Background: an optimization exercise with open tools, aiming at small area. Do not read the settings as production practice.
The RTL was checked by simulation tests, not by an equivalence proof against the original design.
Power is estimated from default activity; no workload was simulated.

== v6 ==
==> flow/design.v <==
module mgmon_core (
    input  wire         clk,
    input  wire         rst,
    input  wire         cmd_valid,
    output wire         cmd_ready,
    input  wire [39:0]  cmd_word,
    input  wire [511:0] cmd_bytes,
    output reg          rsp_valid,
    output wire [39:0]  rsp_word,
    output reg  [15:0]  a_o,
    output reg          a_oe,
    input  wire [15:0]  a_i,
    output reg  [7:0]   d_o,
    output wire         d_oe,
    input  wire [7:0]   d_i,
    output wire         rw_o,
    output reg          rw_oe,
    input  wire         rw_i,
    output wire         mclk_o,
    output reg          css_o,
    output reg          be_oe,
    input  wire         sync_i,
    input  wire         vp_i,
    output wire         ce_o,
    output reg          ce_oe,
    output wire         we_o,
    output reg          we_oe,
    output wire         oe_o,
    output reg          oe_oe,
    output wire         pgm_o,
    output reg          pgm_oe
);
    localparam OP_INIT  = 4'h0, OP_ESC   = 4'h1, OP_PULSE = 4'h2, OP_BE    = 4'h3,
               OP_TAKE  = 4'h4, OP_SETBP = 4'h5, OP_CLRBP = 4'h6, OP_STEP  = 4'h7,
               OP_READ  = 4'h8, OP_WRITE = 4'h9, OP_START = 4'hA, OP_END   = 4'hB,
               OP_PROG  = 4'hC;
    reg          idle_r;       
    reg          busy_r;       
    reg  [3:0]   op;           
    reg  [4:0]   k;            
    reg  [31:0]  P;            
    reg  [15:0]  bp;
    reg          match;
    reg  [1:0]   st;           
    reg  [511:0] ring;
    assign cmd_ready = idle_r;
    assign pgm_o     = 1'b1;
    wire [3:0]  c_op   = cmd_word[39:36];
    wire [3:0]  c_zero = cmd_word[35:32];
    wire [31:0] c_arg  = cmd_word[31:0];
    wire z0 = !c_arg[0];
    wire z1 = (c_arg[15:1]  == 15'd0);
    wire z2 = (c_arg[23:16] == 8'd0);
    wire z3 = (c_arg[31:24] == 8'd0);
    reg c_ok;
    always @(*) begin
        case (c_op)
            OP_ESC, OP_BE, OP_TAKE: c_ok = z1 & z2 & z3;
            OP_PULSE, OP_PROG:      c_ok = 1'b1;
            OP_SETBP, OP_READ:      c_ok = z2 & z3;
            OP_WRITE:               c_ok = z3;
            OP_INIT, OP_CLRBP, OP_STEP, OP_START, OP_END:
                                    c_ok = z0 & z1 & z2 & z3;
            default:                c_ok = 1'b0;
        endcase
    end
    wire c_legal = c_ok && (c_zero == 4'h0);
    wire [15:0] c_base   = c_arg[15:0];
    wire [15:0] c_len    = c_arg[31:16];
    wire [6:0]  c_sum    = {1'b0, c_base[5:0]} + {1'b0, c_len[5:0]};
    wire        c_req_ok = (c_len[15:7] == 9'd0) &&
                           (c_len[6] ? (c_len[5:0] == 6'd0 && c_base[5:0] == 6'd0)
                                     : (c_len[5:0] != 6'd0 && (!c_sum[6] || c_sum[5:0] == 6'd0)));
    wire c_now = !c_legal || (c_op == OP_SETBP) || (c_op == OP_CLRBP) ||
                 ((c_op == OP_PULSE) && z0 && z1 && z2 && z3) ||
                 ((c_op == OP_PROG) && !c_req_ok);
    wire take  = idle_r && cmd_valid;
    wire start = take && !c_now;
    wire [511:0] ring_rot = {ring[85:0], ring[511:86]};
    always @(posedge clk) ring <= ~((cmd_bytes | {512{busy_r}}) & (ring_rot | {512{idle_r}}));
    wire [7:0]   ring_tap = ring[89:82];
    wire o_init  = (op == OP_INIT);
    wire o_esc   = (op == OP_ESC);
    wire o_be    = (op == OP_BE);
    wire o_pulse = (op == OP_PULSE);
    wire o_tb    = (op == OP_TAKE) || (op == OP_START);    
    wire o_pe    = o_pulse || o_tb;                        
    wire o_start = (op == OP_START);
    wire o_end   = (op == OP_END);
    wire o_step  = (op == OP_STEP);
    wire o_read  = (op == OP_READ);
    wire o_write = (op == OP_WRITE);
    wire o_prog  = (op == OP_PROG);
    wire k1  = (k == 5'd1),  k2  = (k == 5'd2),  k3  = (k == 5'd3),  k4  = (k == 5'd4);
    wire k5  = (k == 5'd5),  k6  = (k == 5'd6),  k7  = (k == 5'd7),  k8  = (k == 5'd8);
    wire k9  = (k == 5'd9),  k10 = (k == 5'd10), k11 = (k == 5'd11), k12 = (k == 5'd12);
    wire k13 = (k == 5'd13), k14 = (k == 5'd14), k15 = (k == 5'd15), k16 = (k == 5'd16);
    wire k17 = (k == 5'd17), k18 = (k == 5'd18), k19 = (k == 5'd19), k20 = (k == 5'd20);
    wire k21 = (k == 5'd21), k22 = (k == 5'd22), k23 = (k == 5'd23), k24 = (k == 5'd24);
    wire k25 = (k == 5'd25), k31 = (k == 5'd31);
    wire p_one    = (P[31:1] == 31'd0) && P[0];
    wire bytes_left = (P[22:16] != 7'd0);
    wire timeout  = !P[22] && !P[21] && !P[17] && P[16];    
    wire pe_loop  = o_pe && k12;                   
    wire pb_next  = o_prog && k17 && bytes_left;   
    wire done = (o_init && k10) || ((o_esc || o_be) && k1) ||
                (o_pulse && k12 && p_one) || ((op == OP_TAKE) && k17) ||
                (o_start && k25) || (o_end && k8) || (o_step && k16) ||
                (o_read && k14) || (o_write && k25) ||
                (o_prog && k23 && (match || timeout));
    wire dec0  = pe_loop || (o_tb && k13);         
    wire dec16 = o_prog && (k16 || k31);
    wire [32:0] brw;
    wire [31:0] P_dec;
    assign brw[0] = dec0;
    genvar gi;
    generate for (gi = 0; gi < 32; gi = gi + 1) begin : g_dec
        assign P_dec[gi] = P[gi] ^ brw[gi];
        if (gi == 15) begin : g_inj
            assign brw[gi+1] = (brw[gi] & !P[gi]) | dec16;
        end else begin : g_chain
            assign brw[gi+1] = brw[gi] & !P[gi];
        end
    end endgenerate
    function in_k(input [4:0] kk, input [4:0] lo, input [4:0] hi);
        in_k = (kk >= lo) && (kk <= hi);
    endfunction
    assign mclk_o = (o_pe && in_k(k, 5'd4, 5'd8)) || (o_step && in_k(k, 5'd7, 5'd16)) ||
                    (o_read && in_k(k, 5'd5, 5'd14)) || (o_write && in_k(k, 5'd7, 5'd15));
    assign d_oe   = (o_write && in_k(k, 5'd5, 5'd25)) || (o_prog && in_k(k, 5'd3, 5'd17));
    assign rw_o   = !(o_write && in_k(k, 5'd3, 5'd24));
    assign ce_o   = !(o_prog && (in_k(k, 5'd5, 5'd18) || in_k(k, 5'd21, 5'd22)));
    assign we_o   = !(o_prog && in_k(k, 5'd8, 5'd12));
    assign oe_o   = !(o_prog && in_k(k, 5'd20, 5'd23));
    wire show_a = o_step && !st[0];
    wire show_d = (o_step || o_read) && !st[0];
    wire hit    = (bp != 16'h0000) && (P[15:0] == bp);
    assign rsp_word = {2'b00, st,
                       show_a & hit, show_a & P[26], show_a & !P[24] & P[25], show_a & P[24],
                       8'h00, P[23:16] & {8{show_d}}, P[15:0] & {16{show_a}}};
    always @(posedge clk) begin
        st <= {(take && !c_legal) || (o_prog && k23 && !match && timeout),
               take && (!c_legal || ((c_op == OP_PROG) && !c_req_ok))};
        if (o_prog && k21) match <= (d_i == d_o);
        if (idle_r) begin
            P  <= c_arg;
            op <= ((c_op == OP_TAKE) && z0) ? OP_END : c_op;
        end else begin
            P  <= P_dec;
        end
        if (o_tb && k2)    begin P[3] <= 1'b1; P[1] <= 1'b1; P[0] <= 1'b0; end
        if (o_step && k11) P[24] <= sync_i;
        if (o_step && k12) P[25] <= !vp_i;
        if (o_step && k13) P[26] <= rw_i;
        if (o_step && k14) P[15:0] <= a_i;
        if ((o_step && k15) || (o_read && k13)) P[23:16] <= d_i;
        if (rst) begin
            idle_r    <= 1'b1;
            busy_r    <= 1'b0;
            k         <= 5'd0;
            bp        <= 16'h0000;
            rsp_valid <= 1'b0;
            a_o       <= 16'h0000;
            a_oe      <= 1'b0;
            d_o       <= 8'h00;
            rw_oe     <= 1'b0;
            css_o     <= 1'b1;
            be_oe     <= 1'b0;
            ce_oe     <= 1'b0;
            we_oe     <= 1'b0;
            oe_oe     <= 1'b0;
            pgm_oe    <= 1'b0;
        end else begin
            idle_r    <= idle_r ? !start : done;
            busy_r    <= idle_r ? start : !done;
            rsp_valid <= done || (take && c_now);
            if (idle_r)
                k <= !start ? 5'd0 :
                     (c_op == OP_PULSE) ? 5'd3 :
                     ((c_op == OP_TAKE) && z0) ? 5'd5 : 5'd1;
            else if (done)
                k <= 5'd0;
            else if (pe_loop && !p_one)
                k <= 5'd3;
            else if (pb_next)
                k <= 5'd6;
            else if (o_prog && k31)
                k <= 5'd19;
            else
                k <= k + 5'd1;
            if (take && c_legal && (c_op == OP_SETBP || c_op == OP_CLRBP || c_op == OP_INIT))
                bp <= c_arg[15:0];
            if ((o_tb && k14) || ((o_read || o_write || o_prog) && k3)) a_o <= P[15:0];
            if (pb_next) a_o[5:0] <= a_o[5:0] + 6'd1;
            if (o_write && k5) d_o <= P[23:16];
            if (o_prog && k6)  d_o <= ring_tap;
            if ((o_init && k1) || (o_end && k5))  a_oe <= 1'b0;
            if ((o_tb && k13) || (o_prog && k1))  a_oe <= 1'b1;
            if ((o_init && k3) || (o_end && k7)) rw_oe <= 1'b0;
            if (o_tb && k17)                     rw_oe <= 1'b1;
            if ((o_init && k4) || (o_end && k1)) pgm_oe <= 1'b0;
            if (o_start && k25)                  pgm_oe <= 1'b1;
            if ((o_init && k5) || (o_end && k2)) oe_oe  <= 1'b0;
            if (o_start && k24)                  oe_oe  <= 1'b1;
            if ((o_init && k6) || (o_end && k3)) we_oe  <= 1'b0;
            if (o_start && k23)                  we_oe  <= 1'b1;
            if ((o_init && k7) || (o_end && k4)) ce_oe  <= 1'b0;
            if (o_start && k22)                  ce_oe  <= 1'b1;
            if ((o_init && k8) || (o_end && k8)) be_oe <= 1'b0;
            if (o_tb && k1)                      be_oe <= 1'b1;
            if (o_be && k1)                      be_oe <= !P[0];
            if (o_init && k10) css_o <= 1'b1;
            if (o_tb && k2)    css_o <= 1'b0;
            if (o_esc && k1)   css_o <= P[0];
        end
    end
endmodule
clock: 10.0 ns
lec_check: 0
cap_margin: 20
core_margin: 2
core_utilization: 50
slew_margin: 20
standard.sh (not shown) runs the stock make flow with config.mk's settings and CLKGATE_MAP_FILE= SYNTH_SCRIPT=/design/flow/synth_recipe.tcl, a recipe that flattens the netlist after the stock synthesis.
==> flow/flow/run.sh <==
#!/bin/bash
# Layout flow: the standard ORFS flow (standard.sh, unchanged synthesis),
# with smaller port buffers (buf_1 instead of the default clkdlybuf4s50_1)
# and a clock tree built without dummy loads, from the buffers and sink
# clusters below. Every port still gets a buffer.
set -euo pipefail
export BUFFER_PORTS_ARGS="-buffer_cell sky130_fd_sc_hd__buf_1"
export CTS_ARGS="-sink_clustering_enable -repair_clock_nets -dont_use_dummy_load -buf_list sky130_fd_sc_hd__clkbuf_2 -sink_clustering_size 6 -sink_clustering_max_diameter 30"
bash standard.sh finish > standard_flow.log 2>&1
Here is what was changed in the inputs of v7 compared with v6.
Settings: CORE_UTILIZATION: 50 -> 40.
diff --git a/flow/flow/run.sh b/flow/flow/run.sh
--- a/flow/flow/run.sh
+++ b/flow/flow/run.sh
@@ -8 +8 @@
-export CTS_ARGS="-sink_clustering_enable -repair_clock_nets -dont_use_dummy_load -buf_list sky130_fd_sc_hd__clkbuf_2 -sink_clustering_size 6 -sink_clustering_max_diameter 30"
+export CTS_ARGS="-sink_clustering_enable -repair_clock_nets -dont_use_dummy_load -buf_list sky130_fd_sc_hd__clkbuf_4 -sink_clustering_size 10 -sink_clustering_max_diameter 40"
Findings:
Each of the runs, namely v6 and v7, reached the end of the flow and came out clean. Diff v7..v6 | length of the first detailed-routing pass in iterations | unchanged. v7 can be clocked slower than v6. v7 against v6: share of cell area taken by multi-input logic gates fell 0.27 points; combinational-cell power consumption level; non-clock buffer count now sits at about the same level; DRC marker count from the first detailed-route iteration lower; register-to-register slack moved down.

==> port drivers added, routing unchanged <==
The flow's constraints put no driver on any port. The routed layouts listed below were extracted and timed again, unchanged, in two steps.
Step 1: set_driving_cell puts a clkbuf_16 on clk and a buf_2 on each other input, an assumption about the parent block.
Step 2, shift: input delay + t, output delay - t, t = (earliest + latest rising clock arrival at the registers) / 2. This alone moves slack from input paths to output paths.
Three values: no drivers, after step 1, after step 2; two values: the first two.
run | t (ns) | slack for setup (ns) | worst data-port slew with drivers (ns)
v6 | 1.113 | 2.014 / 2.014 / 2.014 | 0.13
v7 | 0.871 | 1.902 / 1.902 / 1.902 | 0.18
After both steps every run listed still meets setup and hold.
